This design comes from an exercise in tuning for small area, a short achievable clock period and few clock cycles on the open sky130 flow, not from production work. Where RTL was checked, it was by simulation tests only, not by an equivalence proof against the original. Power and IR drop assume default switching activity.

P:
==> flow/design.v <==
module fdc_crctab (
    input  wire [7:0]  idx,
    output wire [15:0] val
);
    wire p = ^idx;
    assign val[15]  = p;
    assign val[14]  = p ^ idx[7];
    assign val[13]  = idx[7] ^ idx[6];
    assign val[12]  = idx[6] ^ idx[5];
    assign val[11]  = idx[5] ^ idx[4];
    assign val[10]  = idx[4] ^ idx[3];
    assign val[9]   = idx[3] ^ idx[2];
    assign val[8]   = idx[2] ^ idx[1];
    assign val[7]   = idx[1] ^ idx[0];
    assign val[6]   = idx[0];
    assign val[5:1] = 5'd0;
    assign val[0]   = p;
endmodule
module fdc_engine (
    input  wire        clk,
    input  wire        rst,
    input  wire        cmd_valid,
    output wire        cmd_ready,
    input  wire [31:0] cmd_word,
    input  wire [31:0] cmd_arg,
    input  wire        cmd_empty,
    input  wire        in_valid,
    output wire        in_ready,
    input  wire [7:0]  in_data,
    input  wire        in_last,
    output wire        out_valid,
    input  wire        out_ready,
    output wire [7:0]  out_data,
    output wire        done,
    output wire [7:0]  status
);
    localparam [7:0] OP_SETSTAFF = 8'h02;
    localparam [7:0] OP_RESET    = 8'h0A;
    localparam [7:0] OP_STUFF    = 8'h50;
    localparam [7:0] OP_UNSTUFF  = 8'h51;
    localparam [7:0] OP_MOD256   = 8'h60;
    localparam [7:0] OP_CRC16    = 8'h61;
    reg [7:0]   cfg_esc;
    reg         cfg_en;
    reg [255:0] cfg_pat;
    reg        busy;          
    reg        run;           
    reg        k_stuff, k_unst, k_mod, k_crc, k_set;
    reg        ord;           
    reg        s_err;         
    reg        s_opd;         
    reg [15:0] acc;           
    reg        pf;            
    reg        t2;            
    reg        ov;
    reg [7:0]  od;
    wire [7:0] c_op     = cmd_word[7:0];
    wire       c_hi0    = (cmd_word[31:9] == 23'd0);
    wire       c_b8     = cmd_word[8];
    wire       c_set    = (c_op == OP_SETSTAFF) && c_hi0 && !c_b8;
    wire       c_rst    = (c_op == OP_RESET)    && c_hi0 && !c_b8;
    wire       c_stuff  = (c_op == OP_STUFF)    && c_hi0 && !c_b8;
    wire       c_unst   = (c_op == OP_UNSTUFF)  && c_hi0 && !c_b8;
    wire       c_mod    = (c_op == OP_MOD256)   && c_hi0 && !c_b8;
    wire       c_crc    = (c_op == OP_CRC16)    && c_hi0;
    wire       c_legal  = c_set || c_rst || c_stuff || c_unst || c_mod || c_crc;
    wire       c_opd    = c_set && (cmd_arg[31:9] != 23'd0);
    wire       c_ok     = c_legal && !c_opd;
    assign cmd_ready = !busy;
    wire   cmd_fire  = cmd_valid && !busy;
    wire [15:0] dlo = 16'd1 << in_data[3:0];
    wire [15:0] dhi = 16'd1 << in_data[7:4];
    wire [15:0] row_hit;
    genvar gj;
    generate
        for (gj = 0; gj < 16; gj = gj + 1) begin : g_row
            assign row_hit[gj] = |(dlo & cfg_pat[16*gj +: 16]);
        end
    endgenerate
    wire in_is_pat = cfg_en && |(dhi & row_hit);
    wire [15:0] tab_val;
    fdc_crctab u_tab (
        .idx (acc[7:0] ^ in_data),
        .val (tab_val)
    );
    wire [15:0] crc_next = {8'h00, acc[15:8]} ^ tab_val;
    wire [7:0]  sum_next = acc[7:0] + in_data;
    wire o_free   = !ov || out_ready;
    wire esc_pend = k_stuff && pf;
    assign in_ready = run && !esc_pend && o_free;
    wire   in_fire  = in_valid && in_ready;
    wire unst_drop = cfg_en && pf && (in_data == cfg_esc);
    assign done   = busy && !run && !esc_pend && !t2 && o_free;
    assign status = {4'd0, s_opd, s_opd, 1'b0, s_err};
    assign out_valid = ov;
    assign out_data  = od;
    wire pat_clr = rst || (cmd_fire && c_ok && (c_set || c_rst));
    wire pat_we  = !rst && run && k_set && in_valid;
    wire [15:0] dhi_we = dhi & {16{pat_we}};
    genvar gi;
    generate
        for (gi = 0; gi < 256; gi = gi + 1) begin : g_pat
            always @(posedge clk)
                cfg_pat[gi] <= (cfg_pat[gi] && !pat_clr) ||
                               (dhi_we[gi / 16] && dlo[gi % 16]);
        end
    endgenerate
    always @(posedge clk) begin
        if (rst) begin
            cfg_esc <= 8'h00;
            cfg_en  <= 1'b0;
            busy    <= 1'b0;
            run     <= 1'b0;
            ov      <= 1'b0;
            pf      <= 1'b0;
            t2      <= 1'b0;
        end else begin
            if (ov && out_ready)
                ov <= 1'b0;
            if (cmd_fire) begin
                busy    <= 1'b1;
                run     <= !cmd_empty;
                k_stuff <= c_stuff;
                k_unst  <= c_unst;
                k_mod   <= c_mod;
                k_crc   <= c_crc;
                k_set   <= c_set && !c_opd;
                ord     <= c_b8;
                s_err   <= !c_ok;
                s_opd   <= c_opd;
                acc     <= {16{c_op[0]}};
                pf      <= 1'b0;
                t2      <= c_crc && cmd_empty;
                if (c_ok && c_set) begin
                    cfg_esc <= cmd_arg[7:0];
                    cfg_en  <= cmd_arg[8];
                end
                if (c_ok && c_rst) begin
                    cfg_esc <= 8'h00;
                    cfg_en  <= 1'b0;
                end
                if ((c_mod || c_crc) && cmd_empty) begin
                    ov <= 1'b1;
                    od <= {8{c_op[0]}};
                end
            end
            if (esc_pend && o_free) begin
                ov <= 1'b1;
                od <= cfg_esc;
                pf <= 1'b0;
            end
            if (t2 && !run && o_free) begin
                ov <= 1'b1;
                od <= ord ? acc[15:8] : acc[7:0];
                t2 <= 1'b0;
            end
            if (in_fire) begin
                if (k_stuff) begin
                    ov <= 1'b1;
                    od <= in_data;
                    pf <= in_is_pat;
                end
                if (k_unst) begin
                    if (unst_drop) begin
                        pf <= 1'b0;
                    end else begin
                        ov <= 1'b1;
                        od <= in_data;
                        pf <= in_is_pat;
                    end
                end
                if (k_mod) begin
                    acc[7:0] <= sum_next;
                    if (in_last) begin
                        ov <= 1'b1;
                        od <= sum_next;
                    end
                end
                if (k_crc) begin
                    acc <= crc_next;
                    if (in_last) begin
                        ov <= 1'b1;
                        od <= ord ? crc_next[7:0] : crc_next[15:8];
                        t2 <= 1'b1;
                    end
                end
                if (in_last)
                    run <= 1'b0;
            end
            if (done) begin
                busy <= 1'b0;
                run  <= 1'b0;
            end
        end
    end
endmodule
clock: 3.6 ns
lec_check: 0
cap_margin: 20
core_margin: 2
core_utilization: 40
place_density: 0.6
slew_margin: 20
run.sh (not shown) runs the stock make flow with config.mk's settings and CLKGATE_MAP_FILE= SYNTH_SCRIPT=/design/flow/synth_recipe.tcl, a recipe that flattens the netlist after the stock synthesis.
Looking at the reports, P completed the entire flow and the layout it produced met the timing, design-rule and antenna checks.
#### Input delta (Q over P)
Settings: ABC_CLOCK_PERIOD_IN_PS: unset -> 2000; SETUP_SLACK_MARGIN: unset -> 1.6.
Compared to P, Q reaches a higher achievable clock. Q has register-to-register slack above what P had. Against P, Q comes in about 4% higher on HPWL after detailed placement. Q reports its master of the slowest instance on the critical path as sky130_fd_sc_hd__edfxtp_1 while P reports sky130_fd_sc_hd__clkdlybuf4s50_1. Wire length (P / Q): 0.80. Q vs P on share of layout cells above drive strength 1: Q is the higher one. Compared with P, Q shows a lower clock insertion delay at the later pin of the skew report. Q vs. P: global-route usage rose by 5.7 points; number of hold-slack violations in the final timing report stayed essentially flat; layout-stage area growth over the synthesis result rose by 31 points; design internal power rose by 3.1%.
No functional check of the RTL was part of any run of this note.

Setup of the previous run:
Another version of the RTL of fdc_engine (not shown whole).
For scale: roughly 1200 cells after synthesis, ~320 flip-flops, roughly 99 I/O pins, ~13000 µm² of cells after synthesis.
==> flow/config.mk <==
export PLATFORM = sky130hd
export DESIGN_NAME = fdc_engine
export DESIGN_NICKNAME = fdc_engine
export VERILOG_FILES = /design/flow/design.v
export SDC_FILE = /design/flow/constraint.sdc
export NUM_CORES = 4
export LEC_CHECK = 0
export CAP_MARGIN = 20
export CORE_MARGIN = 2
export CORE_UTILIZATION = 40
export PLACE_DENSITY = 0.6
export SETUP_SLACK_MARGIN = 1.7
export SLEW_MARGIN = 20
export SYNTH_HIERARCHICAL = 1
==> flow/constraint.sdc <==
create_clock -name core_clock -period 3.6 [get_ports {clk}]
set_input_delay 0.7200 -clock core_clock [delete_from_list [all_inputs] [get_ports {clk}]]
set_output_delay 0.7200 -clock core_clock [all_outputs]
set_load 0.01 [all_outputs]
Edits applied to the flow inputs when going from the previous run to the current run:
# the previous run
export LEC_CHECK = 0
export CAP_MARGIN = 20
export CORE_MARGIN = 2
export CORE_UTILIZATION = 40
export PLACE_DENSITY = 0.6
export SETUP_SLACK_MARGIN = 1.7
export SLEW_MARGIN = 20
export SYNTH_HIERARCHICAL = 1
create_clock -name core_clock -period 3.6 [get_ports {clk}]
# the current run
export LEC_CHECK = 0
export CAP_MARGIN = 20
export CORE_MARGIN = 2
export CORE_UTILIZATION = 40
export PLACE_DENSITY = 0.6
export SETUP_SLACK_MARGIN = 1.5
export SLEW_MARGIN = 20
export SYNTH_HIERARCHICAL = 1
create_clock -name core_clock -period 3.6 [get_ports {clk}]
### Flow results
The run with more routed wire is the previous run, not the current run.
Per the comparison of the current run with the previous run, fraction of area in registers went up by 4.1 points; worst hold slack went up by 0.088 ns.
In terms of multi-input gate share of total cell area, the previous run and the current run differ only marginally.
Comparing post-layout minimum cycle time for the previous run and the current run, the smaller number came from the previous run.
The current run vs the previous run, worst setup path startpoint: cmd_word[28] vs cmd_word[15]
Relative to the previous run, the design area measured on the current run has decreased by more than 10%.
No functional check of the RTL was part of any run of this note.

Setup of run C:
Another version of the RTL of fdc_engine (not shown whole).
Size: roughly 1200 cells after synthesis, roughly 99 I/O pins, roughly 14000 sq um of cells after synthesis.
export LEC_CHECK = 0
export CAP_MARGIN = 20
export CORE_MARGIN = 2
export CORE_UTILIZATION = 40
export PLACE_DENSITY = 0.6
export SETUP_SLACK_MARGIN = 1.3
export SLEW_MARGIN = 20
export SYNTH_HIERARCHICAL = 1
create_clock -name core_clock -period 3.6 [get_ports {clk}]
Input changes introduced in run B (baseline for comparison: run C):
--- a/flow/config.mk
+++ b/flow/config.mk
@@ -9,4 +9,5 @@
 export CORE_MARGIN = 2
 export CORE_UTILIZATION = 40
+export CTS_BUF_LIST = sky130_fd_sc_hd__clkbuf_4 sky130_fd_sc_hd__clkbuf_8
 export PLACE_DENSITY = 0.6
 export SETUP_SLACK_MARGIN = 1.3
==> notes.md <==
- Highest attainable clock frequency (lower): run B
- Run B against run C: utilization of the core after routing decreased 0.35 points; fraction of met3 tracks used by global routing increased 0.30 points; via count stayed essentially flat; total routing resource utilization after global routing down 0.83 points.
- Compared with run C, in run B final instance area decreased 120 sq um; part of the total power dissipated in sequential elements increased 1.1 points; critical path depth decreased 1; leakage power total decreased 2.8%.
- Run B ends up with lower wire length than run C does.
No run of this note included a check of the RTL's function; only the layout flow was run.

Another version of the RTL of fdc_engine (not shown whole).
Size: roughly 1300 cells after synthesis, about 99 I/O pins, ~13000 um^2 of cells after synthesis.
clock: 3.6 ns
lec_check: 0
cap_margin: 20
core_margin: 2
core_utilization: 40
place_density: 0.6
setup_slack_margin: 1.65
slew_margin: 20
synth_hierarchical: 1
Testbench counts at the start, summed over its fixed seeds: cycles 15,081.
==> next run, changes <==
--- a/flow/config.mk
+++ b/flow/config.mk
@@ -10,5 +10,5 @@
 export CORE_UTILIZATION = 40
 export PLACE_DENSITY = 0.6
-export SETUP_SLACK_MARGIN = 1.65
+export SETUP_SLACK_MARGIN = 1.5
 export SLEW_MARGIN = 20
 export SYNTH_HIERARCHICAL = 1
Effect: The new run ran to the end with no violations; global-route usage went down by 2.0 points; power went up by a few percent; combinational power went down by a few percent.

job 3774:
fdc_engine, a different RTL version from the one above (not shown whole).
For scale: ~1300 cells after synthesis.
clock: 3.6 ns
lec_check: 0
cap_margin: 20
core_margin: 2
core_utilization: 40
cts_cluster_diameter: 50
cts_cluster_size: 40
place_density: 0.6
setup_slack_margin: 1.6
slew_margin: 20
synth_hierarchical: 1
standard.sh (not shown) runs the stock make flow with config.mk's settings and CLKGATE_MAP_FILE= SYNTH_SCRIPT=/design/flow/synth_recipe.tcl, a recipe that flattens the netlist after the stock synthesis.
==> flow/flow/run.sh <==
#!/bin/bash
# Own layout flow: the standard ORFS flow, with the port buffers made
# from sky130_fd_sc_hd__buf_2 instead of the default delay-buffer family, and
# the timing repair free to change a cell's footprint. Everything else
# (synthesis, floorplan, power grid, CTS, routing) is the standard flow.
set -euo pipefail
W=$PWD
cat > "$W/own.mk" <<EOM
include $W/config.mk
export BUFFER_PORTS_ARGS = -buffer_cell sky130_fd_sc_hd__buf_2
export MATCH_CELL_FOOTPRINT = 0
EOM
sed "s#DESIGN_CONFIG=[^ ]*#DESIGN_CONFIG=$W/own.mk#" standard.sh > "$W/own_standard.sh"
bash "$W/own_standard.sh" > "$W/own_flow.log" 2>&1
Job 3774 ended with every stage complete and zero timing, DRC or antenna violations.
Testbench counts of job 3774, summed over its fixed seeds: cycles 15,081.
The following lists how job 1667 was set up differently from job 3774:
- swapping 1.6 for 1.65 in SETUP_SLACK_MARGIN
- swapping 50 for 70 in CTS_CLUSTER_DIAMETER
- swapping 40 for 50 in CTS_CLUSTER_SIZE
## What came out
- Compared with job 3774, job 1667 shows a higher sequential share of cell area.
- Looking at job 1667 and job 3774, the number of inserted filler cells in the final layout is a wash.
- Job 1667 reports its last element of the critical path as od[5]$_DFF_P_ while job 3774 reports g_pat[45].u_bit.q$_DFF_P_.
- | worst setup slack | lower: job 3774 |
- Delta(leakage power summed over all cells, job 1667 - job 3774) < 0
- Summary of job 1667 over job 3774: synthesized cell count closely matched the old numbers; share of power burned in combinational logic grew by 2.2 points.
The following lists how job 4412 was set up differently from job 1667:
- CTS_CLUSTER_SIZE: 50 -> 30
- CTS_CLUSTER_DIAMETER: 70 -> 60
- SETUP_SLACK_MARGIN: 1.65 -> 1.6
Findings:
Going from job 1667 to job 4412, slack of the critical path now sits lower, worst path arrival time now sits higher, number of optimization iterations in the first detailed-route pass now sits higher, final HPWL from detailed placement now sits lower, total via count in the routed design now sits higher. Share of total power in combinational logic ended up 2.1 points lower on job 4412 than on job 1667. Relative slew slack on job 4412 is down relative to job 1667. Job 1667 and job 4412 ended up with nearly the same final cell count.
For job 5408, these inputs were changed with respect to job 4412:
- a deleted CTS_CLUSTER_DIAMETER that had been 60
- a deleted CTS_CLUSTER_SIZE that had been 30
- a change of SETUP_SLACK_MARGIN from 1.6 to 1.7
==> notes.md <==
Summary of job 5408 over job 4412: share of power burned in registers shrank by 3.3 points, routed metal-1 wire length has decreased, final design area excluding fillers has increased, wire length higher. Job 4412 → job 5408: critical path depth +3; worst setup slack before clock tree synthesis +0.15 ns; relative contribution of the clock network to total power +1.3 points. Diff job 4412 -> job 5408 | total power | up by a little under 10%. Job 5408 vs. job 4412: worst setup margin now sits higher; total via count in the routed design now sits higher; non-clock buffering overhead in the final layout now sits higher.

Another version of the RTL of fdc_engine (not shown whole).
Size in the first run: about 1300 cells after synthesis, ~310 flip-flops, roughly 99 I/O pins.
==> flow/config.mk <==
export PLATFORM = sky130hd
export DESIGN_NAME = fdc_engine
export DESIGN_NICKNAME = fdc_engine
export VERILOG_FILES = /design/flow/design.v
export SDC_FILE = /design/flow/constraint.sdc
export NUM_CORES = 4
export LEC_CHECK = 0
export CAP_MARGIN = 20
export CORE_MARGIN = 2
export CORE_UTILIZATION = 40
export PLACE_DENSITY = 0.6
export SETUP_SLACK_MARGIN = 1.35
export SLEW_MARGIN = 20
export SYNTH_HIERARCHICAL = 1
==> flow/constraint.sdc <==
create_clock -name core_clock -period 3.6 [get_ports {clk}]
set_input_delay 0.7200 -clock core_clock [delete_from_list [all_inputs] [get_ports {clk}]]
set_output_delay 0.7200 -clock core_clock [all_outputs]
set_load 0.01 [all_outputs]
Scripts as last shown in full above: flow/flow/run.sh
Testbench counts at the start, summed over its fixed seeds: cycles 15,081.
==> next run, changes <==
CTS_BUF_LIST = sky130_fd_sc_hd__clkbuf_8   (was not set)
CTS_CLUSTER_SIZE = 30   (was not set)
SETUP_SLACK_MARGIN = 1.5   (was 1.35)
Outcome: Sequential power barely changes. Combinational power grows by 8.2%. Total power shrinks by 5.3%. Synthesized area does not change. Die area does not change. Global-route usage grows by 0.97 points. Utilization grows by 0.67 points.
==> next run, changes <==
CTS_BUF_LIST = not set   (was sky130_fd_sc_hd__clkbuf_8)
CTS_CLUSTER_SIZE = not set   (was 30)
Result: Wire length barely changes. Area after synthesis does not change. Final area increases by 1.3%. Utilization increases by 0.63 points. Synthesized cell count is unchanged. Via count decreases by 0.88%. Global-route usage stays flat. Maximum frequency increases by 3.5%. Combinational power increases by 2.6%. Non-clock buffer count increases by 4.
==> next run, changes <==
CORE_UTILIZATION = 55   (was 40)
PLACE_DENSITY = 0.7   (was 0.6)
Result: The new run produced a clean layout; clock-buffer cell count is unchanged; clock power barely changes; worst setup slack got worse by 63 ps.
==> next run, changes <==
CORE_UTILIZATION = 40   (was 55)
PLACE_DENSITY = 0.6   (was 0.7)
SETUP_SLACK_MARGIN = 1.6   (was 1.5)
What happened: The changed run finished with timing, DRC and antenna clean. Clock skew grows by 5.7 ps. Wire length grows by roughly a tenth. Cell count grows by a little under a tenth.
==> next run, changes <==
--- a/flow/flow/run.sh
+++ b/flow/flow/run.sh
@@ -10,4 +10,5 @@
 export BUFFER_PORTS_ARGS = -buffer_cell sky130_fd_sc_hd__buf_2
 export MATCH_CELL_FOOTPRINT = 0
+export RECOVER_POWER = 100
 EOM
 sed "s#DESIGN_CONFIG=[^ ]*#DESIGN_CONFIG=$W/own.mk#" standard.sh > "$W/own_standard.sh"
SETUP_SLACK_MARGIN = 1.5   (was 1.6)
Global-route usage shrinks by 0.93 points.
Register-to-register slack degrades by 580 ps.
Cell count shrinks by 1.1%.
Non-clock buffer count shrinks by 14.
Wire length shrinks by 5.1%.
Worst hold slack improves by 9.6 ps.
Total power shrinks by 1.9%.
First-iteration DRC count shrinks by 9.7%.
Clock skew hardly moves.
Design area shrinks by 4.1%.

-- static timing again, ports no longer ideal --
Ports are ideal in the flow. The routed layouts listed here were re-timed in OpenROAD.
Step 1 (the two cells are an assumption about what drives the block):
set clk [get_ports {clk}]
set_driving_cell -lib_cell sky130_fd_sc_hd__clkbuf_16 $clk
set_driving_cell -lib_cell sky130_fd_sc_hd__buf_2 [delete_from_list [all_inputs] $clk]
Step 2 adds t to the input delays and takes it off the output delays; t is the mean of the earliest and latest rising clock arrival at the registers after step 1. Input paths then give back, and output paths get back, about the clock's delay inside the block.
a / b / c = ideal ports / drivers / drivers and shift; a / b = the first two.
run	t (ns)	slack for setup (ns)	worst register clock-pin slew, ns
P	0.574	0.299 / 0.276 / 0.070	0.06 / 0.06
Q	0.558	1.054 / 1.040 / 0.482	0.07 / 0.07
the previous run	0.588	1.382 / 1.407 / 0.819	0.07 / 0.07
the current run	0.565	1.324 / 1.335 / 0.770	0.06 / 0.06
run C	0.568	0.816 / 0.816 / 0.375	0.06 / 0.06
run B	0.619	0.774 / 0.774 / 0.331	0.07 / 0.07
the first run of note 4	0.572	1.515 / 1.500 / 0.928	0.06 / 0.06
the second run of note 4	0.568	1.458 / 1.482 / 0.915	0.07 / 0.07
job 3774	0.614	1.633 / 1.621 / 1.043	0.08 / 0.08
job 1667	0.585	1.658 / 1.641 / 1.095	0.12 / 0.12
job 4412	0.603	1.606 / 1.606 / 1.054	0.10 / 0.10
job 5408	0.555	1.621 / 1.621 / 1.111	0.06 / 0.06
the first run of note 6	0.564	1.379 / 1.406 / 0.842	0.06 / 0.06
the second run of note 6	0.629	1.408 / 1.430 / 0.802	0.07 / 0.07
the third run of note 6	0.557	1.482 / 1.482 / 0.960	0.06 / 0.06
the fourth run of note 6	0.549	1.420 / 1.420 / 0.885	0.06 / 0.06
the fifth run of note 6	0.559	1.490 / 1.490 / 0.943	0.06 / 0.06
the sixth run of note 6	0.555	0.805 / 0.825 / 0.269	0.06 / 0.06
After both steps every run listed still meets setup and hold. For the second run of note 6, which loses most, drivers alone change the setup slack by +0.022 ns; drivers and shift together by -0.606 ns.
